Background: an optimization exercise with open tools, aiming at small area, a short achievable clock period and few clock cycles. Do not read the settings as production practice. Function was checked by simulation only, so behaviour that the tests miss may differ from the original. Power is estimated from default activity; no workload was simulated.

$ cat flow/run.sh
#!/bin/bash
# Standard layout (the standard.sh, unchanged synthesis), with one change:
# the port buffers that global placement inserts on every input and output
# are sky130_fd_sc_hd__buf_2 instead of the tool's default pick.
set -euo pipefail
export BUFFER_PORTS_ARGS="-buffer_cell sky130_fd_sc_hd__buf_2"
bash standard.sh > standard_make.log 2>&1
$ cat standard.sh
#!/bin/bash
# synth_recipe.tcl (not shown) runs the flow's synth.tcl, then flattens the netlist and writes it again
# the make line also repeats each setting of config.mk as NAME=value (left out here)
make -C /OpenROAD-flow-scripts/flow DESIGN_CONFIG=/design/flow/config.mk WORK_HOME=/design/flow/orfs CLKGATE_MAP_FILE= SYNTH_SCRIPT=/design/flow/synth_recipe.tcl "${@:-finish}"
$ cat config.mk
export PLATFORM = sky130hd
export DESIGN_NAME = pi_dma
export DESIGN_NICKNAME = pi_dma
export VERILOG_FILES = /design/flow/design.v
export SDC_FILE = /design/flow/constraint.sdc
export NUM_CORES = 4
export LEC_CHECK = 0
export CAP_MARGIN = 20
export CORE_MARGIN = 2
export CORE_UTILIZATION = 40
export SETUP_SLACK_MARGIN = 5
export SLEW_MARGIN = 20
export TNS_END_PERCENT = 10
$ cat constraint.sdc
create_clock -name core_clock -period 8.0 [get_ports {clk}]
set_input_delay 1.6000 -clock core_clock [delete_from_list [all_inputs] [get_ports {clk}]]
set_output_delay 1.6000 -clock core_clock [all_outputs]
set_load 0.01 [all_outputs]
$ cat design.v
module pi_dma (
    input  wire        clk,
    input  wire        rst,             
    input  wire        reg_valid,
    input  wire        reg_we,
    input  wire [3:0]  reg_idx,         
    input  wire [31:0] reg_wdata,
    output wire        reg_ready,
    output reg         reg_rvalid,
    output reg  [31:0] reg_rdata,
    output reg         irq_out,
    input  wire [31:0] image_size,
    output reg         sys_req,
    output reg         sys_we,
    output wire [19:0] sys_addr,
    output wire [63:0] sys_wdata,
    output wire [7:0]  sys_wstrb,
    input  wire        sys_gnt,
    input  wire        sys_rvalid,
    input  wire [63:0] sys_rdata,
    output reg         st_req,
    output reg         st_we,
    output wire [11:0] st_addr,
    output wire [63:0] st_wdata,
    output wire [7:0]  st_wstrb,
    input  wire        st_gnt,
    input  wire        st_rvalid,
    input  wire [63:0] st_rdata,
    output reg         im_req,
    output wire [24:0] im_addr,
    input  wire        im_gnt,
    input  wire        im_rvalid,
    input  wire [63:0] im_rdata
);
    reg [31:0] r_dram, r_cart, r_rdlen, r_wrlen;
    reg [31:0] r_rsv [0:7];             
    reg        busy;
    reg [1:0]  ph;                      
    assign reg_ready = !busy;
    wire take    = reg_valid && !busy;
    wire wr      = take && reg_we;
    wire trig    = wr && (reg_idx == 4'd2 || reg_idx == 4'd3);
    wire clr_all = wr && reg_idx == 4'd4 && reg_wdata[0];
    reg [28:0] isz_q;
    reg [24:0] room_q;
    wire [27:0] a28     = r_cart[27:0];
    wire        is_st   = a28[27];
    wire        is_rsv  = !a28[27] && a28[26] && a28[24];
    wire [29:0] im_diff = {1'b0, isz_q} - {2'b0, a28};
    wire [15:0] st_room = 16'h8000 - {1'b0, a28[14:0]};
    always @(posedge clk) begin
        isz_q  <= image_size[28:0];
        room_q <= is_st   ? {9'd0, st_room} :
                  is_rsv  ? 25'h1FFFFFF :
                  im_diff[29] ? 25'd0 :
                  (im_diff[28:25] != 4'd0) ? 25'h1FFFFFF : im_diff[24:0];
    end
    reg        dir;                     
    reg        copy;                    
    reg        s_sys, s_st, s_im;       
    reg [24:0] n_q;                     
    reg [20:0] lenw;                    
    reg [2:0]  slo, dlo;                
    reg [2:0]  rot;                     
    reg [7:0]  psel;                    
    reg        late;                    
    reg [19:0] sysc;                    
    reg [24:0] cartc;                   
    reg [2:0]  rc;                      
    reg [1:0]  ri;                      
    reg        rq;                      
    reg        wp;                      
    reg [1:0]  ocnt;                    
    reg [1:0]  dcnt;                    
    reg        rd_all;                  
    reg        arr_first, emit_first, arr_done, emit_done;
    reg [63:0] cur;                     
    reg [63:0] wdata;
    reg [7:0]  wstrb;
    wire r_gnt = s_sys ? sys_gnt : s_st ? st_gnt : im_gnt;
    wire r_val = s_sys ? sys_rvalid : s_st ? st_rvalid : im_rvalid;
    wire [63:0] r_data = ({64{s_sys}} & sys_rdata) | ({64{s_st}} & st_rdata) |
                         ({64{s_im}} & im_rdata);
    wire w_gnt = dir ? sys_gnt : st_gnt;
    wire g      = rq && r_gnt;          
    wire w_done = wp && w_gnt;          
    wire w_free = !wp || w_gnt;
    wire [1:0]  ri_nx  = (ri == 2'd3) ? ri : ri + {1'b0, g};
    wire [21:0] len_a  = {1'b0, lenw};
    wire [21:0] room_w = room_q[24:3];
    wire        len_ge = len_a >= room_w;                       
    wire [3:0]  k1     = 4'd8 - {1'b0, slo};                    
    wire        ph1_n1 = (room_q[24:4] != 21'd0 || room_q[3:0] > k1) &&
                         !(len_a == 22'd0 && slo == 3'd0);
    wire [4:0]  k2     = 5'd16 - {2'd0, slo};                   
    wire        ph2_n1 = (n_q[24:4] != 21'd0) || (n_q[3:0] > k1);
    wire        ph2_n2 = (n_q[24:5] != 20'd0) || (n_q[4:0] > k2);
    wire [19:0] sysc_i  = sysc + 20'd1;
    wire [24:0] cartc_i = cartc + 25'd1;
    wire [3:0]  rc_c    = {2'd0, ns_t[4:3]} - {2'd0, ri} - {3'd0, g};
    wire [21:0] rcnt    = n_q[24:3];
    wire [3:0]  rk0     = 4'd0 - {rc[2], rc};                   
    wire [3:0]  rk1     = 4'd1 - {rc[2], rc};                   
    wire        nd0    = (ph == 2'd1) ? (ri == 2'd0 || (ri == 2'd1 && ph1_n1)) :
                         (ph == 2'd2) ? (ri == 2'd0 || (ri == 2'd1 && ph2_n1) ||
                                         (ri == 2'd2 && ph2_n2)) :
                         (rcnt != {{18{rk0[3]}}, rk0});
    wire        nd1    = (ph == 2'd1) ? (ri == 2'd0 && ph1_n1) :
                         (ph == 2'd2) ? ((ri == 2'd0 && ph2_n1) || (ri == 2'd1 && ph2_n2)) :
                         (rcnt != {{18{rk1[3]}}, rk1});
    wire        need   = g ? nd1 : nd0;
    wire        im_none = (ph == 2'd1) && s_im && (room_q == 25'd0);
    wire        copy_e  = copy && !im_none;
    wire        rv      = busy && r_val;
    wire        arrive  = rv && copy;
    wire        keep   = arrive && (dcnt == 2'd0);
    wire        absorb = keep && w_free;
    wire        drop   = keep && !w_free;
    wire        last_a = rd_all && (ocnt == 2'd1);
    wire [4:0]  ns_t   = {2'd0, slo} + {2'd0, n_q[2:0]} + 5'd7;
    wire [4:0]  fd_r   = {2'd0, dlo} + {2'd0, room_q[2:0]} + 5'd7;
    wire [4:0]  fs_r   = {2'd0, slo} + {2'd0, room_q[2:0]} + 5'd7;
    wire [4:0]  fd_0   = {2'd0, dlo} + 5'd7;
    wire [4:0]  fs_0   = {2'd0, slo} + 5'd7;
    wire        fl_r   = (fd_r[4:3] + {1'b0, late}) != fs_r[4:3];
    wire        fl_0   = (fd_0[4:3] + {1'b0, late}) != fs_0[4:3];
    reg         flush_q;
    wire        flush_need = flush_q;
    wire        em_arr = absorb && !(arr_first && late);
    wire        em_fl  = arr_done && !emit_done && flush_q && w_free;
    wire        emit   = em_arr || em_fl;
    wire        em_last = em_fl || (em_arr && last_a && !flush_need);
    wire [7:0]  fmask = 8'hFF << dlo;
    wire [2:0]  le    = dlo + n_q[2:0] - 3'd1;
    wire [7:0]  lmask = 8'hFF >> (3'd7 - le);
    wire [127:0] r_dd  = {r_data, r_data};
    wire [63:0]  r_rot = r_dd[8*rot +: 64];
    wire [63:0]  w_mix;
    genvar gb;
    generate
        for (gb = 0; gb < 8; gb = gb + 1) begin : g_lane
            assign w_mix[8*gb +: 8] = psel[gb] ? cur[8*gb +: 8] : r_rot[8*gb +: 8];
        end
    endgenerate
    wire fin = busy && (ph != 2'd1) &&
               (!copy || (emit_done && w_free && !emit)) &&
               (ocnt == 2'd0 || (ocnt == 2'd1 && r_val && !g));
    wire oc_full = (ocnt == 2'd2) ? (g == rv) : ((ocnt == 2'd1) && g && !rv);
    wire rq_nx = busy && !fin && copy_e && need && !drop && !oc_full;
    wire wp_nx = emit || (wp && !w_gnt);
    assign sys_addr  = sysc[19:0];
    assign sys_wdata = wdata;
    assign sys_wstrb = wstrb;
    assign st_addr   = cartc[11:0];
    assign st_wdata  = wdata;
    assign st_wstrb  = wstrb;
    assign im_addr   = cartc;
    integer i;
    wire        zap = rst || clr_all;
    wire [31:0] wd  = zap ? 32'd0 : reg_wdata;
    wire        upd = busy && ph == 2'd2;
    always @(posedge clk) begin
        if (zap || (wr && reg_idx == 4'd0)) r_dram <= wd;
        else if (upd) r_dram <= r_dram + {7'd0, n_q};
        if (zap || (wr && reg_idx == 4'd1)) r_cart <= wd;
        else if (upd) r_cart <= r_cart + {7'd0, n_q};
        if (zap || (wr && reg_idx == 4'd2)) r_rdlen <= wd;
        if (zap || (wr && reg_idx == 4'd3)) r_wrlen <= wd;
        for (i = 0; i < 8; i = i + 1)
            if (zap || (wr && reg_idx == 4'd5 + i)) r_rsv[i] <= wd;
    end
    always @(posedge clk) begin
        case (reg_idx)
            4'd0:  reg_rdata <= r_dram;
            4'd1:  reg_rdata <= r_cart;
            4'd2:  reg_rdata <= r_rdlen;
            4'd3:  reg_rdata <= r_wrlen;
            4'd5:  reg_rdata <= r_rsv[0];
            4'd6:  reg_rdata <= r_rsv[1];
            4'd7:  reg_rdata <= r_rsv[2];
            4'd8:  reg_rdata <= r_rsv[3];
            4'd9:  reg_rdata <= r_rsv[4];
            4'd10: reg_rdata <= r_rsv[5];
            4'd11: reg_rdata <= r_rsv[6];
            4'd12: reg_rdata <= r_rsv[7];
            default: reg_rdata <= 32'd0;
        endcase
    end
    wire copy_c = is_st || (!is_rsv && reg_idx[0]);
    always @(posedge clk) begin
        if (rst) begin
            busy <= 1'b0; ph <= 2'd0; irq_out <= 1'b0; reg_rvalid <= 1'b0;
            rq <= 1'b0; wp <= 1'b0; ocnt <= 2'd0; dcnt <= 2'd0; copy <= 1'b0;
            sys_req <= 1'b0; st_req <= 1'b0; im_req <= 1'b0;
        end else begin
            reg_rvalid <= take && !reg_we;
            if (wr && reg_idx == 4'd4 && reg_wdata[1]) irq_out <= 1'b0;
            if (trig) begin
                busy    <= 1'b1;
                ph      <= 2'd1;
                copy    <= copy_c;
                rq      <= copy_c;
                sys_req <= copy_c && !reg_idx[0];
                st_req  <= copy_c && reg_idx[0] && is_st;
                im_req  <= copy_c && reg_idx[0] && !is_st;
            end else if (busy) begin
                if (ph != 2'd3) ph <= ph + 2'd1;
                ocnt <= ocnt + {1'b0, g} - {1'b0, rv};
                if (im_none) copy <= 1'b0;
                if (arrive && dcnt != 2'd0) dcnt <= dcnt - 2'd1;
                if (drop) dcnt <= ocnt - 2'd1 + {1'b0, g};
                rq      <= rq_nx;
                wp      <= wp_nx;
                sys_req <= dir ? wp_nx : rq_nx;
                st_req  <= dir ? (rq_nx && s_st) : wp_nx;
                im_req  <= rq_nx && s_im;
                if (fin) begin
                    busy    <= 1'b0;
                    ph      <= 2'd0;
                    irq_out <= 1'b1;
                end
            end
        end
    end
    always @(posedge clk) begin
        if (trig) begin
            dir    <= reg_idx[0];
            lenw   <= reg_wdata[23:3];
            sys_we <= reg_idx == 4'd3;
            st_we  <= reg_idx == 4'd2;
            s_sys  <= !reg_idx[0];
            s_st   <= reg_idx[0] && is_st;
            s_im   <= reg_idx[0] && !is_st;
            slo  <= reg_idx[0] ? r_cart[2:0] : r_dram[2:0];
            dlo  <= reg_idx[0] ? r_dram[2:0] : r_cart[2:0];
            rot  <= reg_idx[0] ? (r_cart[2:0] - r_dram[2:0]) : (r_dram[2:0] - r_cart[2:0]);
            psel <= reg_idx[0] ? (8'hFF >> (r_cart[2:0] - r_dram[2:0]))
                               : (8'hFF >> (r_dram[2:0] - r_cart[2:0]));
            if (r_cart[2:0] == r_dram[2:0]) psel <= 8'h00;
            late <= reg_idx[0] ? (r_cart[2:0] > r_dram[2:0]) : (r_dram[2:0] > r_cart[2:0]);
            sysc  <= r_dram[22:3];
            cartc <= is_st ? {13'd0, r_cart[14:3]} : r_cart[27:3];
            ri <= 2'd0;
            rd_all <= 1'b0;
            arr_first <= 1'b1; emit_first <= 1'b1; arr_done <= 1'b0; emit_done <= 1'b0;
        end else begin
            if (ph == 2'd1) begin
                n_q     <= len_ge ? room_q : {len_a + 22'd1, 3'd0};
                flush_q <= len_ge ? fl_r : fl_0;
            end
            ri <= ri_nx;
            if (ph == 2'd2) begin
                rc      <= rc_c[2:0];
            end else begin
                if (drop) n_q[24:3] <= rcnt + {20'd0, ocnt};
                else if (g && ph == 2'd3) n_q[24:3] <= rcnt - 22'd1;
            end
            rd_all <= !drop && !need;
            if (!dir) begin
                if (drop) sysc <= sysc - {18'd0, ocnt};
                else if (g) sysc <= sysc_i;
                if (emit && !emit_first) cartc <= cartc_i;
            end else begin
                if (drop) cartc <= cartc - {23'd0, ocnt};
                else if (g) cartc <= cartc_i;
                if (emit && !emit_first) sysc <= sysc_i;
            end
            if (absorb) begin
                cur <= r_rot;
                arr_first <= 1'b0;
                if (last_a) arr_done <= 1'b1;
            end
            if (emit) begin
                wdata <= w_mix;
                wstrb <= (emit_first ? fmask : 8'hFF) & (em_last ? lmask : 8'hFF);
                emit_first <= 1'b0;
                if (em_last) emit_done <= 1'b1;
            end
        end
    end
endmodule
==> results_dict.tcl, run 1 <==
set metrics [dict create \
    status "finished clean" \
    ys_top_cells_by_area "edfxtp_1 47%, dfxtp_1 5.3%, ha_1 4.7%, mux2_2 4.5%, nand2_1 3.2%" \
    clk_pin_slew_ns 0.06 \
    crit_chain "inv_1 > ha_4 > a21oi_2 > nor2b_1 > o31a_1 > o21a_1 > nor4_4 > a211oi_4 > buf_12 > buf_12 > a211oi_4 > a221oi_4 > nor4b_4 > buf_6 > buf_12 > o21bai_4" \
    whs_ns 0.457 \
    worst_clock_skew_ns 0.0220 \
    cts.htree.levels 3 \
    relSlewSlack_pct 30.0 \
    initial_core_util_pct 40.4 \
    post-dp-hpwl_mm 97.7 \
    arrival_ns 4.01 \
    chipHeight_um 322 \
    antenna_found_initial 9 \
    cp-end-kind "register" \
    worstReg2RegEnd "room_q[2]" \
    nNetsFinal 4629 \
    initialDrtViolationCount 3658 \
    layout-drive-gt1-share_pct 30.7 \
    crit_required_ns 8.54 \
    tns_ns 0 \
    p_sw_share_pct 34.0 \
    drc 0 \
    postSynthRegisterBits 747 \
    place_congestion 0.916 \
    max_freq_mhz 288 \
    crit_buf_inv 5 \
    cts.sinks 747 \
    cellLeakagePower_uw 0.0196 \
    cp-start-kind "register" \
    synth.avg_cell_area_sq_um 11.2 \
    cp_top_family "compound AO/OA/AOI/OAI gates" \
    peakVddDrop_v 0.000194 \
    synth_area_leader_cell "edfxtp_1" \
    yosysUniqueCellTypes 103 \
    nFillCells 8869 \
    first_pass_iters 9 \
    clk_latency_ns 0.67 \
    wl_per_cell_um 25.8 \
    hold_viol 0 \
    clockPowerShare_pct 29.1 \
    fin_util_pct 50.3 \
    cpPeakStageDelay_ns 0.50 \
    wirelength_mm 145 \
    num_rows 116 \
    viasPerCell 5.87 \
    seqPwrFrac_pct 36.9 \
    yosysWarnings 2 \
    fin_crit_ns 3.47 \
    slowest_stage "edfxtp_1" \
    num_vias 33000 \
    share_comb_of_total_power_pct 34.0 \
    crit_top_cell "buf_12" \
    path_max_fanout 7 \
    dieArea_sq_um 104000 \
    grt_overflow 0 \
    cts_tree "yes" \
    dp.cells 5256 \
    hold_path_depth 2 \
    die_width_um 322 \
    hold_buffers 0 \
    regArea_sq_um 21400 \
    io-pin-count 511 \
    power_density_nw_per_um2 278 \
    multi_input_area_sq_um 18600 \
    syn_area_sq_um 40500 \
    pre_cts_ws_ns 2.60 \
    antenna_left 0 \
    stdcell_count 5627 \
    track_usage_pct 26.3 \
    ys_async_sr_fraction_pct 0 \
    min-delay-start "dcnt[1]" \
    yosysTopAreaCellShare_pct 47.4 \
    synth_edf_count 639 \
    fin_ws_ns 4.53 \
    worst_pin_slew_ns 1.05 \
    slew_violations 0 \
    drv_cap 0 \
    fin_crit_sh_pct 43.3 \
    r2r-start "r_cart[15]" \
    syn-num-nets 4048 \
    ff2ff_setup_slack_ns 4.53 \
    critPathKind "register to register" \
    cts-buffers-inserted 84 \
    syn_inst 3617 \
    setup_viol 0 \
    areaGrowthSynthToFinish_pct 24.5 \
    hold_path_class "register to register" \
    clock-root-buffer "clkbuf_16" \
    clk_path_buf_depth 3 \
    net-switching-power_uw 4770 \
    core_area_sq_um 100000 \
    ys_seq_area_share_pct 52.7 \
    post-synth-top-count-cell "edfxtp_1" \
    grt_pass1_vias 30000 \
    worstHoldEndpoint "dcnt[1]" \
    ys_top_cells_by_count "639 x edfxtp_1, 341 x nand2_1, 221 x o21ai_0, 171 x a21oi_1, 169 x nor2_1" \
    worstRegToRegCells 16 \
    grt_max_degree 69 \
    grt_pass1_wl_mm 202 \
    p_int_uw 9250 \
    yosys_most_used_dff "edfxtp_1" \
    port_buffers 507 \
    rsz0062_at_grt "true" \
]
[worst max-delay path by stage]
| stage | start | to | slack (ns) | cells after the start |
|---|---|---|---|---|
| 6_report | r_cart[15] | room_q[2] | 4.53 | 16 |
| 5_1_grt | r_cart[1] | room_q[5] | 4.47 | 15 |
| 4_1_cts | r_cart[1] | room_q[2] | 4.53 | 14 |
| 3_5_place_dp | reg_idx[0] | sysc[7] | 2.60 | 12 |
| 3_3_place_gp | reg_idx[0] | sysc[7] | 2.60 | 12 |
| 2_1_floorplan | im_rvalid | cur[0] | 3.99 | 3 |
[placed cells by master, fill, tap and decap left out, types with 41 or more instances in the layout]
master     count
dfxtp_1      105
inv_1        129
nor2_1       151
xnor2_1      105
a22o_1       103
clkbuf_16     95
ha_1         118
mux2i_1       45
a221oi_1      99
edfxtp_1     639
nand3_1      109
nor3_1        61
and2_1        41
xor2_1        57
a21o_1        52
buf_4        209
o21ai_0      194
mux2_2       161
buf_2        502
a222oi_1      70
a21oi_1      158
nand2_1      326
[worst min-delay path, cell delays in order, from the launching register on]
cell     delay [ns]
dfxtp_1        0.31
nand2_1        0.05
a21oi_1        0.05
[power groups by stage]
stage / Sequential [uW] / Combinational (uW) / Clock (uW)
5_1_grt: 5190 / 5140 / 4270
4_1_cts: 5220 / 3950 / 4130
3_5_place_dp: 5420 / 3470 / 0
2_1_floorplan: 5010 / 2710 / 0
3_3_place_gp: 5420 / 3430 / 0
6_report: 5170 / 4760 / 4080
[per-layer routing]
layer	GRT usage, %	share of wire [%]
met5	0	0.023
met1	35.1	41
met3	5.05	8.6
met2	42.0	46
met4	11.1	4.6
[registers in the layout, summed over array words and instances (netlist names), 32 cells and up]
| name | count |
|---|---|
| cur | 64 |
| r_dram | 32 |
| wdata | 64 |
| r_rdlen | 32 |
| r_cart | 32 |
| reg_rdata | 32 |
| r_wrlen | 32 |
| r_rsv | 256 |
[what timing repair did]
action | in CTS | in global routing
pin swaps | 50 | 82
endpoints found under the setup margin | 1076 | 1061
cloned | 9 | 8
buffers inserted | 93 | 103
resized for setup | 168 | 198
[metrics by stage]
stage                     total power, uW  area [sq um]
after floorplan                      7720         40700
after detailed placement             8890         44000
final                               14000         50400
after global routing                14600         50400
after global placement               8850         44000
after CTS                           13300         48500
[kinds of logic (layout without fill, tap and decap cells)]
family	after synthesis	in the layout	share of synthesized area, %
compound gates	969	970	17.0
simple gates	929	929	10.9
flops	747	747	52.7
buf+inv	436	1084	4.95
mux	209	209	5.67
fa+ha+maj	165	165	5.26
xor+xnor	162	162	3.50
other cells	0	4	0
[final cells by class]
type / count / area share, %
timing repair inverter: 1 / 0.0174
multi-input combinational: 2435 / 36.8
sequential: 747 / 42.3
tap: 1357 / 3.37
clock inverter: 38 / 0.980
inverter: 148 / 1.17
clock buffer: 116 / 4.75
timing repair buffer: 781 / 10.5
antenna: 4 / 0.0198
Testbench counts, summed over its fixed seeds: cycles 10,758.
==> run 2: changes to the inputs <==
--- a/design.v
+++ b/design.v
@@ -44,3 +44,4 @@
     reg [28:0] isz_q;
-    reg [24:0] room_q;
+    reg [28:0] room_q;                  
+    reg        room_neg;                
     wire [27:0] a28     = r_cart[27:0];
@@ -52,6 +53,5 @@
         isz_q  <= image_size[28:0];
-        room_q <= is_st   ? {9'd0, st_room} :
-                  is_rsv  ? 25'h1FFFFFF :
-                  im_diff[29] ? 25'd0 :
-                  (im_diff[28:25] != 4'd0) ? 25'h1FFFFFF : im_diff[24:0];
+        room_q   <= is_st  ? {13'd0, st_room} :
+                    is_rsv ? 29'h1FFFFFFF : im_diff[28:0];
+        room_neg <= !is_st && !is_rsv && im_diff[29];
     end
@@ -90,5 +90,6 @@
     wire [21:0] room_w = room_q[24:3];
-    wire        len_ge = len_a >= room_w;                       
+    wire        room_hi = room_q[28:25] != 4'd0;
+    wire        len_ge = !room_hi && (len_a >= room_w);         
     wire [3:0]  k1     = 4'd8 - {1'b0, slo};                    
-    wire        ph1_n1 = (room_q[24:4] != 21'd0 || room_q[3:0] > k1) &&
+    wire        ph1_n1 = !room_neg && (room_q[28:4] != 25'd0 || room_q[3:0] > k1) &&
                          !(len_a == 22'd0 && slo == 3'd0);
@@ -111,3 +112,3 @@
     wire        need   = g ? nd1 : nd0;
-    wire        im_none = (ph == 2'd1) && s_im && (room_q == 25'd0);
+    wire        im_none = (ph == 2'd1) && s_im && (room_neg || room_q == 29'd0);
     wire        copy_e  = copy && !im_none;
@@ -247,3 +248,3 @@
             if (ph == 2'd1) begin
-                n_q     <= len_ge ? room_q : {len_a + 22'd1, 3'd0};
+                n_q     <= room_neg ? 25'd0 : len_ge ? room_q[24:0] : {len_a + 22'd1, 3'd0};
                 flush_q <= len_ge ? fl_r : fl_0;
--- a/config.mk
+++ b/config.mk
@@ -10,2 +10,4 @@
 export CORE_UTILIZATION = 40
+export CTS_CLUSTER_DIAMETER = 150
+export CTS_CLUSTER_SIZE = 18
 export SETUP_SLACK_MARGIN = 5
==> run 2 against run 1 <==
Critical endpoint is now wdata[8]. Critical path depth fell by 10. Still clean. Via count rose by 1.2%. Clock power fell by 38%.
==> results_dict.tcl, run 2 <==
set metrics [dict create \
    status "finished clean" \
    peakVddDrop_v 0.000196 \
    grt_overflow 0 \
    route.met2.wl_mm 68.6 \
    num_rows 116 \
    clk_latency_ns 0.68 \
    core_area_sq_um 100000 \
    synth_area_leader_cell "edfxtp_1" \
    setup_viol 0 \
    cp-end-kind "register" \
    yosysUniqueCellTypes 84 \
    ys_async_sr_fraction_pct 0 \
    port_buffers 507 \
    clk_pin_slew_ns 0.09 \
    path_max_fanout 2 \
    cp-startpoint "sys_rdata[48]" \
    ys_seq_area_share_pct 53.0 \
    drc 0 \
    chipHeight_um 322 \
    wl_met1_mm 62.0 \
    viasPerCell 6.03 \
    num_vias 33400 \
    grt_pass1_vias 29900 \
    cts.htree.levels 2 \
    initial_core_util_pct 40.4 \
    dieArea_sq_um 104000 \
    dp.cells 5196 \
    power_density_nw_per_um2 251 \
    crit_required_ns 8.40 \
    post-dp-hpwl_mm 102 \
    p_int_uw 7860 \
    clk_path_buf_depth 3 \
    hold_path_class "register to register" \
    hold_buffers 0 \
    largest_reg_flops 256 \
    wl_met3_mm 13.8 \
    wl_per_cell_um 27.2 \
    top_register "r_rsv" \
    yosysTopAreaCellShare_pct 47.4 \
    fin_crit_sh_pct 39.9 \
    critPathKind "primary input to register" \
    top_regs "r_rsv x256, cur x64, wdata x64" \
    syn_area_sq_um 40500 \
    relSlewSlack_pct 39.6 \
    cellLeakagePower_uw 0.0188 \
    ys_top_cells_by_count "639 x edfxtp_1, 334 x nand2_1, 212 x o21ai_0, 195 x a21oi_1, 169 x nor2_1" \
    cp-start-kind "primary input" \
    postSynthRegisterBits 752 \
    io-pin-count 511 \
    share_comb_of_total_power_pct 37.0 \
    antenna_left 0 \
    syn-num-nets 4053 \
    cts.sinks 752 \
    nNetsFinal 4615 \
    post-synth-top-count-cell "edfxtp_1" \
    maxUsedRoutingLayer "met5" \
    cts-buffers-inserted 47 \
    clockPowerShare_pct 20.8 \
    layout-drive-gt1-share_pct 29.3 \
    initialDrtViolationCount 4021 \
    place_congestion 0.945 \
    yosys_most_used_dff "edfxtp_1" \
    net-switching-power_uw 4380 \
    slew_violations 0 \
    p_sw_share_pct 35.8 \
    min-delay-start "dcnt[1]" \
    worst_pin_slew_ns 0.906 \
    wirelength_mm 151 \
    worst_clock_skew_ns 0.0428 \
    cts_tree "yes" \
    max_freq_mhz 313 \
    synth_edf_count 639 \
    yosysWarnings 2 \
    arrival_ns 3.60 \
    track_usage_pct 27.3 \
    grt_pass1_wl_mm 208 \
    grt_max_degree 70 \
    areaGrowthSynthToFinish_pct 20.5 \
    layout_commonest_cell "edfxtp_1" \
    r2r-start "n_q[18]" \
    die_width_um 322 \
    hold_viol 0 \
    syn_inst 3620 \
    antenna_found_initial 26 \
    ys_top_cells_by_area "edfxtp_1 47%, dfxtp_1 5.6%, ha_1 4.7%, mux2_2 4.6%, nand2_1 3.1%" \
    drv_cap 0 \
    seqPwrFrac_pct 42.2 \
    mostFrequentLayoutCells "639 x edfxtp_1, 507 x buf_2, 317 x nand2_1" \
    rsz0062_at_grt "true" \
    fin_crit_ns 3.20 \
    clock-root-buffer "clkbuf_16" \
    tns_ns 0 \
    first_pass_iters 8 \
    synth.avg_cell_area_sq_um 11.2 \
    stdcell_count 5535 \
]
-- run 2: path summary, 6_finish.rpt --
kind,endpoint,slack (ns),cells past startpoint
setup / recovery,wdata[8],4.80,6
hold / removal,dcnt[1],0.46,2
hold reg to reg,dcnt[1],0.46,2
setup reg to reg,sys_req,4.83,10
-- run 2: critical path, cell delays in order --
cell and delay, ns:
buf_2 0.09, a222oi_1 0.75, mux2_2 0.31, o21ai_0 0.20, mux2_2 0.38, mux2_2 0.26
-- run 2: metrics by stage --
step / hold WS (ns) / area (sq um) / util (%) / power (uW) / setup slack, ns
after floorplan: 0.420 / 40600 / - / 7440 / 3.28
after global placement: 0.442 / 43800 / 43.7 / 8650 / 3.14
after detailed placement: 0.447 / 43800 / 43.7 / 8670 / 3.09
after CTS: 0.460 / 46300 / 46.2 / 11500 / 4.72
after global routing: 0.484 / 48700 / 48.7 / 12800 / 4.76
final: 0.456 / 48800 / 48.7 / 12200 / 4.80
-- run 2: cells by family (layout without fill, tap and decap cells) --
group	Yosys count	in the layout	synth area share [%]
AO/OA/AOI/OAI	974	974	16.8
AND/OR/NAND/NOR	921	923	10.8
flip-flops	752	752	53.0
buffers and inverters	434	1033	4.94
multiplexers	206	206	5.60
XOR/XNOR	170	170	3.68
adder cells (fa/ha/maj)	163	163	5.22
other	0	16	0
-- run 2: what timing repair did --
| action | 4_1_cts | 5_1_grt |
|---|---|---|
| endpoints found under the setup margin | 1048 | 671 |
| setup buffers | 72 | 150 |
| resized for setup | 104 | 236 |
| cloned | 4 | 9 |
| pin swaps | 6 | 89 |
-- run 2: metal layers --
layer	up-vias	GRT usage [%]
met5	-	0
met4	14	10.5
met3	312	5.01
met2	1791	42.7
met1	16400	37.4
li1	14900	-
-- run 2: cell type report --
cell class | count | area [sq um]
sequential | 752 | 21500
multi-input combinational | 2436 | 18400
tap | 1298 | 1620
clock buffer | 86 | 1370
timing repair inverter | 1 | 8.76
antenna | 16 | 40.0
inverter | 147 | 602
timing repair buffer | 797 | 5210
clock inverter | 2 | 50.0
fill | 9212 | 51400
-- run 2: power by group through the flow --
stage | Sequential (uW) | Combinational (uW) | Clock, uW
2_1_floorplan | 5020 | 2420 | 0
3_3_place_gp | 5490 | 3160 | 0
3_5_place_dp | 5490 | 3180 | 0
4_1_cts | 5190 | 3680 | 2600
5_1_grt | 5170 | 4870 | 2730
6_report | 5160 | 4530 | 2550
Testbench counts of run 2, summed over its fixed seeds: cycles 10,758.
==> run 3: changes to the inputs <==
--- a/config.mk
+++ b/config.mk
@@ -12,4 +12,4 @@
 export CTS_CLUSTER_SIZE = 18
-export SETUP_SLACK_MARGIN = 5
+export SETUP_SLACK_MARGIN = 4.7
 export SLEW_MARGIN = 20
-export TNS_END_PERCENT = 10
+export TNS_END_PERCENT = 30
==> run 3 against run 2 <==
Routed wire length fell by 1.9%. Final cell count fell by 1.7%. Design area fell by 3.3%. Clock skew fell by 0.020 ns. Register-to-register slack got worse by 0.18 ns. Critical path depth rose by 5. Worst setup slack got worse by 0.24 ns. Critical endpoint is now sysc[4]. First-iteration DRC count fell by 3.7%. Clock-buffer cell count fell by 4. Via count fell by 1.7%. Synthesized area did not move. Sequential cell count did not move.
==> results_dict.tcl, run 3 <==
set metrics [dict create \
    status "finished clean" \
    use_met2_pct 41.7 \
    clk_path_buf_depth 3 \
    syn_inst 3620 \
    max_freq_mhz 291 \
    syn-num-nets 4053 \
    clk_latency_ns 0.65 \
    power_density_nw_per_um2 247 \
    crit_required_ns 8.40 \
    slew_violations 0 \
    port_buffers 507 \
    ys_async_sr_fraction_pct 0 \
    top_regs "r_rsv x256, cur x64, wdata x64" \
    wl_per_cell_um 27.2 \
    drv_cap 0 \
    syn_area_sq_um 40500 \
    place_congestion 0.935 \
    dieArea_sq_um 104000 \
    slowest_stage "a221o_1" \
    critPathKind "primary input to register" \
    ys_top_cells_by_area "edfxtp_1 47%, dfxtp_1 5.6%, ha_1 4.7%, mux2_2 4.6%, nand2_1 3.1%" \
    yosysWarnings 2 \
    grt_pass1_vias 29300 \
    wirelength_mm 148 \
    arrival_ns 3.83 \
    fin_crit_ns 3.43 \
    rsz0062_at_grt "true" \
    setup_viol 0 \
    io-pin-count 511 \
    hold_buffers 0 \
    clock-root-buffer "clkbuf_16" \
    cts.htree.levels 2 \
    viasPerCell 6.03 \
    cpPeakStageDelay_ns 0.35 \
    worst_clock_skew_ns 0.0232 \
    antenna_found_initial 19 \
    first_pass_iters 9 \
    track_usage_pct 26.8 \
    num_vias 32800 \
    synth_area_leader_cell "edfxtp_1" \
    ys_seq_area_share_pct 53.0 \
    yosysTopAreaCellShare_pct 47.4 \
    grt_pass1_wl_mm 204 \
    die_width_um 322 \
    finalPower_uw 11600 \
    antenna_left 0 \
    worst_pin_slew_ns 1.07 \
    grt_max_degree 68 \
    grt_use_met3_pct 5.41 \
    busiest_layer "met2" \
    core_area_sq_um 100000 \
    layout-drive-gt1-share_pct 25.5 \
    cts.sinks 752 \
    post-dp-hpwl_mm 101 \
    synth_edf_count 639 \
    clk_pin_slew_ns 0.09 \
    hold_viol 0 \
    peakVddDrop_v 0.000176 \
    hold_path_class "register to register" \
    grt_overflow 0 \
    cp-end-kind "register" \
    post-synth-top-count-cell "edfxtp_1" \
    fin_util_pct 47.1 \
    cp-start-kind "primary input" \
    drc 0 \
    nNetsFinal 4528 \
    areaGrowthSynthToFinish_pct 16.5 \
    path_max_fanout 37 \
    initialDrtViolationCount 3873 \
    crit_chain "buf_6 > inv_2 > nand2_2 > nor3_4 > buf_12 > o21ai_4 > bufinv_16 > buf_16 > nor2_1 > a221o_1 > a22o_1" \
    num_rows 116 \
    cellLeakagePower_uw 0.0182 \
    postSynthRegisterBits 752 \
    nFillCells 9286 \
    largest_reg_flops 256 \
    top_register "r_rsv" \
    layout_commonest_cell "edfxtp_1" \
    met1_usage_pct 36.6 \
    cts_tree "yes" \
    relSlewSlack_pct 28.7 \
    mostFrequentLayoutCells "639 x edfxtp_1, 506 x buf_2, 321 x nand2_1" \
    ys_top_cells_by_count "639 x edfxtp_1, 334 x nand2_1, 212 x o21ai_0, 195 x a21oi_1, 169 x nor2_1" \
    initial_core_util_pct 40.4 \
    cts-buffers-inserted 47 \
    tns_ns 0 \
    yosysUniqueCellTypes 84 \
    chipHeight_um 322 \
    fin_crit_sh_pct 42.9 \
    synth.avg_cell_area_sq_um 11.2 \
    yosys_most_used_dff "edfxtp_1" \
]
run 3: layout make-up:
class / count / area [sq um] / area share, %
Sequential cell: 752 / 21500 / 45.5
Multi-Input combinational cell: 2436 / 17700 / 37.6
Timing Repair Buffer: 707 / 4330 / 9.19
Tap cell: 1298 / 1620 / 3.44
Clock buffer: 82 / 1310 / 2.77
Inverter: 147 / 594 / 1.26
Clock inverter: 4 / 75.1 / 0.159
Timing Repair inverter: 4 / 27.5 / 0.0584
Antenna cell: 11 / 27.5 / 0.0584
run 3: worst paths after layout:
check / cells after the start / endpoint / start / slack, ns
max: 11 / sysc[4] / reg_idx[0] / 4.57
min: 2 / dcnt[1] / dcnt[1] / 0.46
max reg2reg: 13 / r_cart[26] / n_q[0] / 4.65
min reg2reg: 2 / dcnt[1] / dcnt[1] / 0.46
run 3: layer usage:
| metal | routed length (um) | share of wire (%) |
|---|---|---|
| met5 | 55 | 0.037 |
| met4 | 6170 | 4.2 |
| met3 | 13800 | 9.4 |
| met2 | 66500 | 45 |
| met1 | 61300 | 41 |
run 3: report_power, final:
part	switching, uW	internal (uW)	total (uW)
registers	491	4720	5210
logic	2200	1700	3900
clock network	1390	1130	2520
run 3: logic make-up after synthesis:
| logic type | Yosys count | synth area share, % |
|---|---|---|
| multiplexers | 206 | 5.60 |
| AO/OA/AOI/OAI | 974 | 16.8 |
| buffers and inverters | 434 | 4.94 |
| flip-flops | 752 | 53.0 |
| AND/OR/NAND/NOR | 921 | 10.8 |
| XOR/XNOR | 170 | 3.68 |
| adder cells (fa/ha/maj) | 163 | 5.22 |
run 3: through the flow:
stage          hold WS, ns  instances  setup WS [ns]  cell area [sq um]
2_1_floorplan        0.420       3620           3.28              40600
3_3_place_gp         0.439       5199           2.26              43800
3_5_place_dp         0.447       5199           2.16              43800
4_1_cts              0.460       5316           4.38              45700
5_1_grt              0.492       5433           4.48              47100
6_report             0.458       5441           4.57              47200
run 3: critical path: cells and delay by family:
kind,cells,cell delay [ns]
compound gates,3,0.64
buf+inv,5,0.99
simple gates,3,0.54
run 3: repair_timing:
| item | in CTS | in global routing |
|---|---|---|
| gates resized for setup | 52 | 100 |
| setup buffers | 23 | 111 |
| pin swaps | 5 | 19 |
| cloned | 8 | 3 |
| endpoints found under the setup margin | 865 | 302 |
==> run 4: changes to the inputs <==
--- a/design.v
+++ b/design.v
@@ -7,3 +7,3 @@
     input  wire [31:0] reg_wdata,
-    output wire        reg_ready,
+    output reg         reg_ready,       
     output reg         reg_rvalid,
@@ -37,4 +37,3 @@
     reg        busy;
-    reg [1:0]  ph;                      
-    assign reg_ready = !busy;
+    reg        ph1, ph2, ph3;           
     wire take    = reg_valid && !busy;
@@ -61,3 +60,3 @@
     reg [24:0] n_q;                     
-    reg [20:0] lenw;                    
+    reg [21:0] lenp1;                   
     reg [2:0]  slo, dlo;                
@@ -88,9 +87,8 @@
     wire [1:0]  ri_nx  = (ri == 2'd3) ? ri : ri + {1'b0, g};
-    wire [21:0] len_a  = {1'b0, lenw};
     wire [21:0] room_w = room_q[24:3];
     wire        room_hi = room_q[28:25] != 4'd0;
-    wire        len_ge = !room_hi && (len_a >= room_w);         
+    wire        len_ge = !room_hi && (lenp1 > room_w);          
     wire [3:0]  k1     = 4'd8 - {1'b0, slo};                    
     wire        ph1_n1 = !room_neg && (room_q[28:4] != 25'd0 || room_q[3:0] > k1) &&
-                         !(len_a == 22'd0 && slo == 3'd0);
+                         !(lenp1 == 22'd1 && slo == 3'd0);
     wire [4:0]  k2     = 5'd16 - {2'd0, slo};                   
@@ -104,11 +102,11 @@
     wire [3:0]  rk1     = 4'd1 - {rc[2], rc};                   
-    wire        nd0    = (ph == 2'd1) ? (ri == 2'd0 || (ri == 2'd1 && ph1_n1)) :
-                         (ph == 2'd2) ? (ri == 2'd0 || (ri == 2'd1 && ph2_n1) ||
+    wire        nd0    = ph1 ? (ri == 2'd0 || (ri == 2'd1 && ph1_n1)) :
+                         ph2 ? (ri == 2'd0 || (ri == 2'd1 && ph2_n1) ||
                                          (ri == 2'd2 && ph2_n2)) :
                          (rcnt != {{18{rk0[3]}}, rk0});
-    wire        nd1    = (ph == 2'd1) ? (ri == 2'd0 && ph1_n1) :
-                         (ph == 2'd2) ? ((ri == 2'd0 && ph2_n1) || (ri == 2'd1 && ph2_n2)) :
+    wire        nd1    = ph1 ? (ri == 2'd0 && ph1_n1) :
+                         ph2 ? ((ri == 2'd0 && ph2_n1) || (ri == 2'd1 && ph2_n2)) :
                          (rcnt != {{18{rk1[3]}}, rk1});
     wire        need   = g ? nd1 : nd0;
-    wire        im_none = (ph == 2'd1) && s_im && (room_neg || room_q == 29'd0);
+    wire        im_none = ph1 && s_im && (room_neg || room_q == 29'd0);
     wire        copy_e  = copy && !im_none;
@@ -145,3 +143,3 @@
     endgenerate
-    wire fin = busy && (ph != 2'd1) &&
+    wire fin = busy && !ph1 && !ph2 &&
                (!copy || (emit_done && w_free && !emit)) &&
@@ -161,8 +159,19 @@
     wire [31:0] wd  = zap ? 32'd0 : reg_wdata;
-    wire        upd = busy && ph == 2'd2;
-    always @(posedge clk) begin
+    reg         upd_hi, cy_d, cy_c;
+    wire [16:0] lo_d = {1'b0, r_dram[15:0]} + {1'b0, n_q[15:0]};
+    wire [16:0] lo_c = {1'b0, r_cart[15:0]} + {1'b0, n_q[15:0]};
+    wire [15:0] hi_d = r_dram[31:16] + {7'd0, n_q[24:16]} + {15'd0, cy_d};
+    wire [15:0] hi_c = r_cart[31:16] + {7'd0, n_q[24:16]} + {15'd0, cy_c};
+    always @(posedge clk) begin
+        upd_hi <= ph2;
+        if (ph2) begin
+            cy_d <= lo_d[16];
+            cy_c <= lo_c[16];
+        end
         if (zap || (wr && reg_idx == 4'd0)) r_dram <= wd;
-        else if (upd) r_dram <= r_dram + {7'd0, n_q};
+        else if (ph2) r_dram[15:0] <= lo_d[15:0];
+        else if (upd_hi) r_dram[31:16] <= hi_d;
         if (zap || (wr && reg_idx == 4'd1)) r_cart <= wd;
-        else if (upd) r_cart <= r_cart + {7'd0, n_q};
+        else if (ph2) r_cart[15:0] <= lo_c[15:0];
+        else if (upd_hi) r_cart[31:16] <= hi_c;
         if (zap || (wr && reg_idx == 4'd2)) r_rdlen <= wd;
@@ -192,3 +201,4 @@
         if (rst) begin
-            busy <= 1'b0; ph <= 2'd0; irq_out <= 1'b0; reg_rvalid <= 1'b0;
+            busy <= 1'b0; ph1 <= 1'b0; ph2 <= 1'b0; ph3 <= 1'b0;
+            irq_out <= 1'b0; reg_rvalid <= 1'b0; reg_ready <= 1'b1;
             rq <= 1'b0; wp <= 1'b0; ocnt <= 2'd0; dcnt <= 2'd0; copy <= 1'b0;
@@ -197,2 +207,3 @@
             reg_rvalid <= take && !reg_we;
+            reg_ready  <= busy ? fin : !trig;
             if (wr && reg_idx == 4'd4 && reg_wdata[1]) irq_out <= 1'b0;
@@ -200,3 +211,3 @@
                 busy    <= 1'b1;
-                ph      <= 2'd1;
+                ph1     <= 1'b1;
                 copy    <= copy_c;
@@ -207,3 +218,5 @@
             end else if (busy) begin
-                if (ph != 2'd3) ph <= ph + 2'd1;
+                ph1 <= 1'b0;
+                ph2 <= ph1;
+                if (ph2) ph3 <= 1'b1;
                 ocnt <= ocnt + {1'b0, g} - {1'b0, rv};
@@ -219,3 +232,4 @@
                     busy    <= 1'b0;
-                    ph      <= 2'd0;
+                    ph2     <= 1'b0;
+                    ph3     <= 1'b0;
                     irq_out <= 1'b1;
@@ -228,3 +242,3 @@
             dir    <= reg_idx[0];
-            lenw   <= reg_wdata[23:3];
+            lenp1  <= {1'b0, reg_wdata[23:3]} + 22'd1;
             sys_we <= reg_idx == 4'd3;
@@ -247,4 +261,4 @@
         end else begin
-            if (ph == 2'd1) begin
-                n_q     <= room_neg ? 25'd0 : len_ge ? room_q[24:0] : {len_a + 22'd1, 3'd0};
+            if (ph1) begin
+                n_q     <= room_neg ? 25'd0 : len_ge ? room_q[24:0] : {lenp1, 3'd0};
                 flush_q <= len_ge ? fl_r : fl_0;
@@ -252,7 +266,7 @@
             ri <= ri_nx;
-            if (ph == 2'd2) begin
+            if (ph2) begin
                 rc      <= rc_c[2:0];
             end else begin
-                if (drop) n_q[24:3] <= rcnt + {20'd0, ocnt};
-                else if (g && ph == 2'd3) n_q[24:3] <= rcnt - 22'd1;
+                if (drop) n_q[24:3] <= ocnt[1] ? rcnt + 22'd2 : rcnt + 22'd1;
+                else if (g && ph3) n_q[24:3] <= rcnt - 22'd1;
             end
@@ -260,3 +274,3 @@
             if (!dir) begin
-                if (drop) sysc <= sysc - {18'd0, ocnt};
+                if (drop) sysc <= ocnt[1] ? sysc - 20'd2 : sysc - 20'd1;
                 else if (g) sysc <= sysc_i;
@@ -264,3 +278,3 @@
             end else begin
-                if (drop) cartc <= cartc - {23'd0, ocnt};
+                if (drop) cartc <= ocnt[1] ? cartc - 25'd2 : cartc - 25'd1;
                 else if (g) cartc <= cartc_i;
--- a/config.mk
+++ b/config.mk
@@ -12,4 +12,4 @@
 export CTS_CLUSTER_SIZE = 18
-export SETUP_SLACK_MARGIN = 4.7
+export SETUP_SLACK_MARGIN = 5
 export SLEW_MARGIN = 20
-export TNS_END_PERCENT = 30
+export TNS_END_PERCENT = 10
==> run 4 against run 3 <==
Synthesized cell count shrank 1.3%. Sequential power hardly changed. Utilization is 0.72 points higher. Largest cell class unchanged.
==> results_dict.tcl, run 4 <==
set metrics [dict create \
    slew_violations 0 \
    peakVddDrop_v 0.000179 \
    pre_cts_ws_ns 2.53 \
    chipHeight_um 322 \
    die_width_um 322 \
    clock-root-buffer "clkbuf_16" \
    ys_top_cells_by_count "642 x edfxtp_1, 303 x nand2_1, 218 x o21ai_0, 178 x nor2_1, 174 x mux2_2" \
    io-pin-count 511 \
    tns_ns 0 \
    path_max_fanout 2 \
    post-dp-hpwl_mm 94.6 \
    antenna_left 0 \
    syn_area_sq_um 40500 \
    yosysTopAreaCellShare_pct 47.6 \
    ff2ff_setup_slack_ns 4.93 \
    wl_per_cell_um 25.6 \
    num_vias 32100 \
    postSynthRegisterBits 758 \
    worstRegToRegCells 12 \
    fin_crit_sh_pct 39.5 \
    setup_viol 0 \
    drc 0 \
    largest_reg_flops 256 \
    synth_edf_count 642 \
    drv_cap 0 \
    syn_inst 3574 \
    cp-start-kind "primary input" \
    wirelength_mm 140 \
    synth_xor_area_share_pct 3.67 \
    cellLeakagePower_uw 0.0184 \
    status "finished clean" \
    yosys_most_used_dff "edfxtp_1" \
    hold_viol 0 \
    synth.avg_cell_area_sq_um 11.3 \
    rsz0062_at_grt "true" \
    num_rows 116 \
    clk_path_buf_depth 3 \
    layout_commonest_cell "edfxtp_1" \
    synth_compound_area_share_pct 15.6 \
    layout-drive-gt1-share_pct 27.8 \
    synth_area_leader_cell "edfxtp_1" \
    crit_required_ns 8.39 \
    fin_crit_ns 3.16 \
    grt_pass1_wl_mm 197 \
    critPathKind "primary input to register" \
    clk_pin_slew_ns 0.08 \
    first_pass_iters 7 \
    ys_async_sr_fraction_pct 0 \
    track_usage_pct 25.6 \
    antenna_found_initial 21 \
    initial_core_util_pct 40.4 \
    hold_path_class "register to register" \
    worst_pin_slew_ns 1.06 \
    top_register "r_rsv" \
    viasPerCell 5.87 \
    crit_end "wdata[21]" \
    clk_latency_ns 0.65 \
    mostFrequentLayoutCells "642 x edfxtp_1, 506 x buf_2, 284 x nand2_1" \
    top_regs "r_rsv x256, cur x64, wdata x64" \
    cp-end-kind "register" \
    cts_tree "yes" \
    core_area_sq_um 100000 \
    grt_pass1_vias 29300 \
    cts-buffers-inserted 48 \
    ys_seq_area_share_pct 53.3 \
    port_buffers 507 \
    grt_overflow 0 \
    syn-num-nets 4009 \
    fin_ws_ns 4.84 \
    worst_clock_skew_ns 0.0350 \
    r2r-start "r_cart[0]" \
    hold_buffers 0 \
    grt_max_degree 70 \
    power_density_nw_per_um2 233 \
    cp-startpoint "sys_rdata[29]" \
    worstReg2RegEnd "room_q[28]" \
    ys_top_cells_by_area "edfxtp_1 48%, dfxtp_1 5.7%, mux2_2 4.8%, ha_1 4.8%, nand2_1 2.8%" \
    synth_adder_area_share_pct 5.32 \
    dieArea_sq_um 104000 \
    cts.sinks 758 \
    cts.htree.levels 2 \
    arrival_ns 3.55 \
    yosysWarnings 2 \
    synth_top_family_by_area "compound AO/OA/AOI/OAI gates" \
    yosysUniqueCellTypes 88 \
    relSlewSlack_pct 28.5 \
    initialDrtViolationCount 3529 \
    fin_util_pct 47.8 \
    place_congestion 0.917 \
    nNetsFinal 4506 \
    post-synth-top-count-cell "edfxtp_1" \
    areaGrowthSynthToFinish_pct 18.3 \
    synth-simple-area-share_pct 11.0 \
    max_freq_mhz 317 \
    synth_mux_area_share_pct 6.07 \
]
## run 4: cell types whose count changed in the layout (fill, tap and decap cells not counted), sizes merged, moves of 8 or more
| cell | previous run | this run |
|---|---|---|
| buf | 701 | 722 |
| inv | 147 | 137 |
| o311ai | 8 | 0 |
| a21o | 44 | 32 |
| or3 | 14 | 27 |
| a21oi | 195 | 170 |
| nand2 | 336 | 303 |
| nand3 | 111 | 103 |
| o22ai | 8 | 16 |
| o31ai | 24 | 13 |
| mux2i | 42 | 50 |
| mux2 | 164 | 174 |
## run 4: logic make-up (layout without fill, tap and decap cells)
logic type / after synthesis / in the layout
AND/OR/NAND/NOR: 919 / 919
AO/OA/AOI/OAI: 907 / 907
flip-flops: 758 / 758
buffers and inverters: 430 / 967
multiplexers: 224 / 224
XOR/XNOR: 170 / 170
adder cells (fa/ha/maj): 166 / 166
other: 0 / 9
## run 4: report_power, final
group	switching (uW)	internal (uW)	total, uW	leakage, uW
combinational	1910	1520	3430	0.0104
sequential	441	4740	5180	0.00732
clock	1400	1170	2570	0.000674
## run 4: per-layer routing
metal / vias up / wire length (um) / GRT usage (%)
met4: 12 / 4690 / 8.11
met2: 1490 / 65900 / 42.2
met3: 205 / 11500 / 3.96
li1: 14500 / - / -
met1: 15900 / 58000 / 34.5
met5: - / 95 / 0
## run 4: final cells by class
class                      count  area, sq um
antenna                        9         22.5
clock buffer                  87         1370
clock inverter                 3         62.6
fill                        9152        52300
inverter                     142          557
multi-input combinational   2386        17800
sequential                   758        21600
tap                         1357         1700
timing repair buffer         732         4760
timing repair inverter         3         22.5
## run 4: worst min path at each step
stage | startpoint | to | slack [ns] | cells past startpoint
2_1_floorplan | ph2 | upd_hi | 0.37 | 0
3_3_place_gp | arr_done | arr_done | 0.43 | 1
3_5_place_dp | arr_done | arr_done | 0.43 | 1
4_1_cts | arr_done | arr_done | 0.45 | 1
5_1_grt | arr_done | arr_done | 0.47 | 1
6_report | arr_done | arr_done | 0.46 | 1
## run 4: per-stage QoR
stage	area, sq um	hold slack (ns)	instances	power [uW]
after global placement	43900	0.428	5212	8140
after detailed placement	43900	0.434	5213	8180
after floorplan	40700	0.374	3574	7240
final	47900	0.459	5477	11200
after CTS	46500	0.455	5374	10900
after global routing	47900	0.473	5473	11700
## run 4: timing repair
| action | 4_1_cts | 5_1_grt |
|---|---|---|
| cloned | 9 | 4 |
| pin swaps | 22 | 69 |
| endpoints found under the hold margin | 0 | 0 |
| buffers inserted | 62 | 90 |
| endpoints found under the setup margin | 1152 | 682 |
| gates resized for setup | 122 | 148 |
## run 4: critical path: stages
cell	delay (ns)
buf_2	0.09
a222oi_1	0.83
mux2_2	0.33
o21ai_0	0.11
mux2_2	0.31
mux2_2	0.26
Testbench counts of run 4, summed over its fixed seeds: cycles 10,803.
==> run 5: changes to the inputs <==
--- a/config.mk
+++ b/config.mk
@@ -14,2 +14,2 @@
 export SLEW_MARGIN = 20
-export TNS_END_PERCENT = 10
+export TNS_END_PERCENT = 25
==> run 5 against run 4 <==
Clock-buffer cell count fell by 1. Clock power barely moved. Largest power group unchanged. Critical endpoint is now n_q[19]. Sequential cell count did not move. Combinational power barely moved. Still clean on timing, DRC and antenna. Sequential share of layout area fell by 0.13 points. Synthesized cell count did not move. Design area rose by 0.28%.
==> results_dict.tcl, run 5 <==
set metrics [dict create \
    crit_top_cell "buf_6" \
    cts.htree.levels 2 \
    nNetsFinal 4520 \
    min-delay-start "arr_done" \
    top_register "r_rsv" \
    grt_max_degree 70 \
    slowest_stage "or3_1" \
    fin_crit_ns 3.24 \
    layout-drive-gt1-share_pct 28.3 \
    synth_area_leader_cell "edfxtp_1" \
    nFillCells 9110 \
    cpPeakStageDelay_ns 0.38 \
    power_density_nw_per_um2 233 \
    fin_crit_sh_pct 40.5 \
    ys_top_cells_by_area "edfxtp_1 48%, dfxtp_1 5.7%, mux2_2 4.8%, ha_1 4.8%, nand2_1 2.8%" \
    num_vias 32200 \
    io-pin-count 511 \
    top_regs "r_rsv x256, cur x64, wdata x64" \
    slew_violations 0 \
    relSlewSlack_pct 31.5 \
    drv_cap 0 \
    use_met2_pct 40.4 \
    drc 0 \
    net-switching-power_uw 3750 \
    grt_overflow 0 \
    yosysUniqueCellTypes 88 \
    grt_use_met3_pct 5.17 \
    multi_input_area_sq_um 18000 \
    crit_chain "buf_6 > mux2_4 > o2111ai_4 > buf_6 > nor2_4 > buf_4 > clkbuf_16 > or3_1 > a311oi_1 > a21oi_1 > o21ai_0" \
    track_usage_pct 25.4 \
    met1_usage_pct 34.0 \
    layout_commonest_cell "edfxtp_1" \
    cp-end-kind "register" \
    dieArea_sq_um 104000 \
    hold_viol 0 \
    r2r-start "r_cart[1]" \
    stdcell_count 5493 \
    cts-buffers-inserted 48 \
    mostFrequentLayoutCells "642 x edfxtp_1, 504 x buf_2, 283 x nand2_1" \
    max_freq_mhz 309 \
    areaGrowthSynthToFinish_pct 18.6 \
    largest_reg_flops 256 \
    post-dp-hpwl_mm 94.7 \
    syn_area_sq_um 40500 \
    ff2ff_setup_slack_ns 4.88 \
    worst_clock_skew_ns 0.0285 \
    worst_pin_slew_ns 1.02 \
    path_max_fanout 5 \
    tns_ns 0 \
    core_area_sq_um 100000 \
    rsz0062_at_grt "true" \
    whs_ns 0.465 \
    critPathKind "primary input to register" \
    grt_pass1_vias 29400 \
    ys_seq_area_share_pct 53.3 \
    synth_edf_count 642 \
    pre_cts_ws_ns 2.51 \
    p_int_uw 7430 \
    clockPowerShare_pct 22.8 \
    clk_path_buf_depth 3 \
    status "finished clean" \
    dp.cells 5212 \
    synth.avg_cell_area_sq_um 11.3 \
    post-synth-top-count-cell "edfxtp_1" \
    fin_ws_ns 4.76 \
    cts_tree "yes" \
    place_congestion 0.913 \
    seqPwrFrac_pct 46.4 \
    viasPerCell 5.86 \
    worstReg2RegEnd "r_cart[14]" \
    postSynthRegisterBits 758 \
    chipHeight_um 322 \
    yosysTopAreaCellShare_pct 47.6 \
    die_width_um 322 \
    yosys_most_used_dff "edfxtp_1" \
    syn_inst 3574 \
    finalPower_uw 11200 \
    clock-root-buffer "clkbuf_16" \
    ys_async_sr_fraction_pct 0 \
    wl_per_cell_um 25.3 \
    p_sw_share_pct 33.6 \
    syn-num-nets 4009 \
    port_buffers 507 \
    share_comb_of_total_power_pct 30.8 \
    cp-start-kind "primary input" \
    cellLeakagePower_uw 0.0185 \
    cts.sinks 758 \
    first_pass_iters 7 \
    antenna_left 0 \
    regArea_sq_um 21600 \
    crit_required_ns 8.49 \
    peakVddDrop_v 0.000173 \
    initialDrtViolationCount 3884 \
    cp_top_family "compound AO/OA/AOI/OAI gates" \
    arrival_ns 3.73 \
    hold_path_depth 1 \
    worstRegToRegCells 11 \
    ys_top_cells_by_count "642 x edfxtp_1, 303 x nand2_1, 218 x o21ai_0, 178 x nor2_1, 174 x mux2_2" \
    busiest_layer "met2" \
    worstHoldEndpoint "arr_done" \
    hold_path_class "register to register" \
    num_rows 116 \
    setup_viol 0 \
    grt_pass1_wl_mm 197 \
    yosysWarnings 2 \
    antenna_found_initial 25 \
    crit_buf_inv 4 \
    initial_core_util_pct 40.4 \
    clk_pin_slew_ns 0.09 \
    clk_latency_ns 0.65 \
    wirelength_mm 139 \
]
[run 5: worst max path at each step]
| stage | from | to | slack, ns | cells past startpoint |
|---|---|---|---|---|
| after floorplan | im_rvalid | cartc[0] | 3.75 | 7 |
| after global placement | reg_idx[0] | wdata[46] | 2.58 | 10 |
| after detailed placement | reg_idx[0] | wdata[46] | 2.51 | 10 |
| after CTS | r_dram[16] | r_dram[30] | 4.77 | 13 |
| after global routing | r_cart[1] | r_cart[14] | 4.73 | 11 |
| final | im_rvalid | n_q[19] | 4.76 | 11 |
[run 5: power by group through the flow]
stage,clock (uW),combinational [uW],sequential (uW)
finish,2550,3450,5190
global route,2730,3810,5210
CTS,2600,3070,5200
detailed placement,0,2800,5380
global placement,0,2760,5380
floorplan,0,2210,5040
[run 5: logic make-up after synthesis]
logic type | Yosys count | share of synthesized area, %
multiplexers | 224 | 6.07
flip-flops | 758 | 53.3
AO/OA/AOI/OAI | 907 | 15.6
adder cells (fa/ha/maj) | 166 | 5.32
buffers and inverters | 430 | 5.04
AND/OR/NAND/NOR | 919 | 11.0
XOR/XNOR | 170 | 3.67
[run 5: layer usage]
metal | vias up | routed length [um]
li1 | 14600 | -
met1 | 15800 | 56700
met2 | 1505 | 64500
met3 | 217 | 12300
met4 | 14 | 5300
met5 | - | 94
[run 5: stage by stage]
step	instance area (sq um)	util, %
3_3_place_gp	44000	43.9
2_1_floorplan	40800	-
3_5_place_dp	44000	43.9
6_report	48100	47.9
4_1_cts	46600	46.5
5_1_grt	48100	47.9
[run 5: what timing repair did]
| item | CTS | global route |
|---|---|---|
| hold buffers | 0 | 0 |
| hold endpoints to repair | 0 | 0 |
| gates resized for setup | 133 | 158 |
| cloned | 5 | 4 |
| setup endpoints to repair | 1132 | 792 |
| pin swaps | 25 | 73 |
| buffers inserted | 75 | 96 |
[run 5: area by class of cell]
class | count | share of cell area, %
diodes | 11 | 0.0573
clock buffers | 86 | 2.80
clock inverters | 4 | 0.128
inverters | 142 | 1.19
multi-input cells | 2390 | 37.5
flip-flops and latches | 758 | 44.9
well taps | 1357 | 3.53
repair buffers | 744 | 9.84
repair inverters | 1 | 0.0338
[run 5: worst register-to-register path: stages (launching register included)]
cell        delay [ns]
edfxtp_1          0.51
clkinvlp_4        0.25
fa_2              0.45
nor2b_1           0.12
o21a_1            0.14
o21ai_1           0.13
a211oi_2          0.35
nor2_1            0.11
a21oi_2           0.20
a31oi_2           0.14
or4_1             0.52
nand3_1           0.08
==> run 6: changes to the inputs <==
--- a/config.mk
+++ b/config.mk
@@ -14,2 +14,2 @@
 export SLEW_MARGIN = 20
-export TNS_END_PERCENT = 25
+export TNS_END_PERCENT = 15
==> run 6 against run 5 <==
Critical endpoint is now n_q[9]. Clock skew up 0.028 ns. Utilization up 0.41 points. Still clean. Design area up 0.85%.
==> results_dict.tcl, run 6 <==
set metrics [dict create \
    nFillCells 9096 \
    yosysWarnings 2 \
    worst_pin_slew_ns 1.07 \
    syn_area_sq_um 40500 \
    drv_cap 0 \
    postSynthRegisterBits 758 \
    max_freq_mhz 313 \
    initial_core_util_pct 40.4 \
    fin_util_pct 48.3 \
    setup_viol 0 \
    power_density_nw_per_um2 233 \
    syn-num-nets 4009 \
    finalPower_uw 11300 \
    ys_seq_area_share_pct 53.3 \
    hold_path_class "register to register" \
    synth_area_leader_cell "edfxtp_1" \
    cp-end-kind "register" \
    cp-start-kind "primary input" \
    cp-startpoint "im_rvalid" \
    top_regs "r_rsv x256, cur x64, wdata x64" \
    fin_crit_sh_pct 39.9 \
    layout-drive-gt1-share_pct 28.7 \
    place_congestion 0.904 \
    hold_viol 0 \
    port_buffers 507 \
    clk_latency_ns 0.68 \
    viasPerCell 5.88 \
    arrival_ns 3.60 \
    post-dp-hpwl_mm 95.4 \
    synth_top_family_by_area "compound AO/OA/AOI/OAI gates" \
    num_rows 116 \
    crit_required_ns 8.41 \
    chipHeight_um 322 \
    worstHoldEndpoint "arr_done" \
    synth.avg_cell_area_sq_um 11.3 \
    clock-root-buffer "clkbuf_16" \
    r2r-start "cartc[7]" \
    status "finished clean" \
    cts.htree.levels 2 \
    stdcell_count 5526 \
    synth-simple-area-share_pct 11.0 \
    yosysTopAreaCellShare_pct 47.6 \
    fin_crit_ns 3.19 \
    hold_buffers 0 \
    io-pin-count 511 \
    worstRegToRegCells 8 \
    drc 0 \
    ys_top_cells_by_count "642 x edfxtp_1, 303 x nand2_1, 218 x o21ai_0, 178 x nor2_1, 174 x mux2_2" \
    nNetsFinal 4551 \
    synth_adder_area_share_pct 5.32 \
    synth_mux_area_share_pct 6.07 \
    dp.cells 5211 \
    grt_max_degree 67 \
    synth_xor_area_share_pct 3.67 \
    first_pass_iters 10 \
    worstReg2RegEnd "cartc[22]" \
    synth_compound_area_share_pct 15.6 \
    hold_path_depth 1 \
    syn_inst 3574 \
    dieArea_sq_um 104000 \
    grt_overflow 0 \
    largest_reg_flops 256 \
    ys_top_cells_by_area "edfxtp_1 48%, dfxtp_1 5.7%, mux2_2 4.8%, ha_1 4.8%, nand2_1 2.8%" \
    min-delay-start "arr_done" \
    synth_edf_count 642 \
    cts_tree "yes" \
    critPathKind "primary input to register" \
    yosysUniqueCellTypes 88 \
    grt_pass1_vias 29200 \
    track_usage_pct 25.5 \
    initialDrtViolationCount 3754 \
    cellLeakagePower_uw 0.0187 \
    grt_pass1_wl_mm 197 \
    relSlewSlack_pct 28.0 \
    antenna_left 0 \
    worst_clock_skew_ns 0.0563 \
    slew_violations 0 \
    core_area_sq_um 100000 \
    wl_per_cell_um 25.6 \
    areaGrowthSynthToFinish_pct 19.6 \
    yosys_most_used_dff "edfxtp_1" \
    cts.sinks 758 \
    peakVddDrop_v 0.000222 \
    post-synth-top-count-cell "edfxtp_1" \
    wirelength_mm 141 \
    clk_path_buf_depth 3 \
    layout_commonest_cell "edfxtp_1" \
    num_vias 32500 \
    top_register "r_rsv" \
    die_width_um 322 \
    mostFrequentLayoutCells "642 x edfxtp_1, 504 x buf_2, 284 x nand2_1" \
    ys_async_sr_fraction_pct 0 \
    clk_pin_slew_ns 0.09 \
    rsz0062_at_grt "true" \
    cts-buffers-inserted 48 \
    tns_ns 0 \
    antenna_found_initial 20 \
    path_max_fanout 18 \
    ff2ff_setup_slack_ns 4.86 \
]
## run 6: cell counts after synthesis
No cell type changed its count.
## run 6: cell families after synthesis
group           count (synthesis)
compound gates                907
buf+inv                       430
mux                           224
simple gates                  919
fa+ha+maj                     166
flops                         758
xor+xnor                      170
## run 6: cell type report
class	count	area, sq um	area share, %
Antenna cell	13	32.5	0.0671
Timing Repair inverter	2	27.5	0.0568
Multi-Input combinational cell	2388	18000	37.0
Sequential cell	758	21600	44.6
Clock inverter	4	82.6	0.170
Clock buffer	86	1340	2.77
Inverter	142	566	1.17
Tap cell	1357	1700	3.50
Timing Repair Buffer	776	5170	10.7
## run 6: timing repair
action                     4_1_cts  5_1_grt
setup buffers                   76      118
resized for setup              130      163
pin swaps                       26       78
setup endpoints to repair     1138      519
cloned                          10        8
## run 6: power by group
part / total, uW / switching [uW] / internal (uW) / leakage, uW
logic: 3530 / 1950 / 1590 / 0.0107
clock network: 2570 / 1410 / 1160 / 0.000672
registers: 5180 / 436 / 4740 / 0.00732
## run 6: worst max path at each step
stage           endpoint  cells after the start
6_report          n_q[9]                     11
5_1_grt        lenp1[19]                      7
4_1_cts        r_cart[0]                      6
3_5_place_dp   wdata[11]                      9
3_3_place_gp   wdata[40]                      9
2_1_floorplan   cartc[0]                      7
## run 6: worst max-delay path: stages
cell       delay [ns]
buf_6            0.09
mux2_4           0.30
o2111ai_4        0.35
nor2_4           0.07
buf_6            0.15
buf_4            0.15
bufbuf_16        0.30
nand2_1          0.08
o21ai_0          0.07
a222oi_1         0.35
a21oi_1          0.07
## run 6: through the flow
step           hold slack, ns  setup slack (ns)  cell area, sq um
4_1_cts                 0.457              4.84             46700
6_report                0.462              4.81             48500
5_1_grt                 0.489              4.74             48500
3_5_place_dp            0.437              2.60             43900
2_1_floorplan           0.374              3.75             40700
3_3_place_gp            0.429              2.65             43900
## run 6: layer usage
layer  wire [um]  GRT usage [%]
met1       58900           34.7
met4        5070           8.74
met3       11900           3.95
met5          53              0
met2       65300           41.2

==> static timing again, ports no longer ideal <==
The flow's constraints put no driver on any port. The routed layouts listed below were extracted and timed again, unchanged, in two steps.
Step 1 assumes that a clkbuf_16 drives the clock port and a buf_2 every other input.
Step 2 times the ports against the registers' clock, not the clock port: input delays grow and output delays shrink by t, the midpoint of the rising clock arrivals with the driver on.
Three values: no drivers, after step 1, after step 2; two values: the first two.
run	t, ns	setup WS [ns]	clock arrival spread, ns
run 1	0.730	4.533 / 4.533 / 3.926	0.026 / 0.026
run 2	0.727	4.804 / 4.802 / 4.075	0.050 / 0.050
run 3	0.714	4.565 / 4.576 / 3.862	0.031 / 0.031
run 4	0.703	4.843 / 4.832 / 4.129	0.036 / 0.036
run 5	0.703	4.763 / 4.796 / 4.093	0.030 / 0.030
run 6	0.718	4.810 / 4.804 / 4.086	0.057 / 0.057
After both steps every run listed still meets setup and hold. For run 2, which loses most, drivers alone change the setup slack by -0.002 ns; drivers and shift together by -0.729 ns.
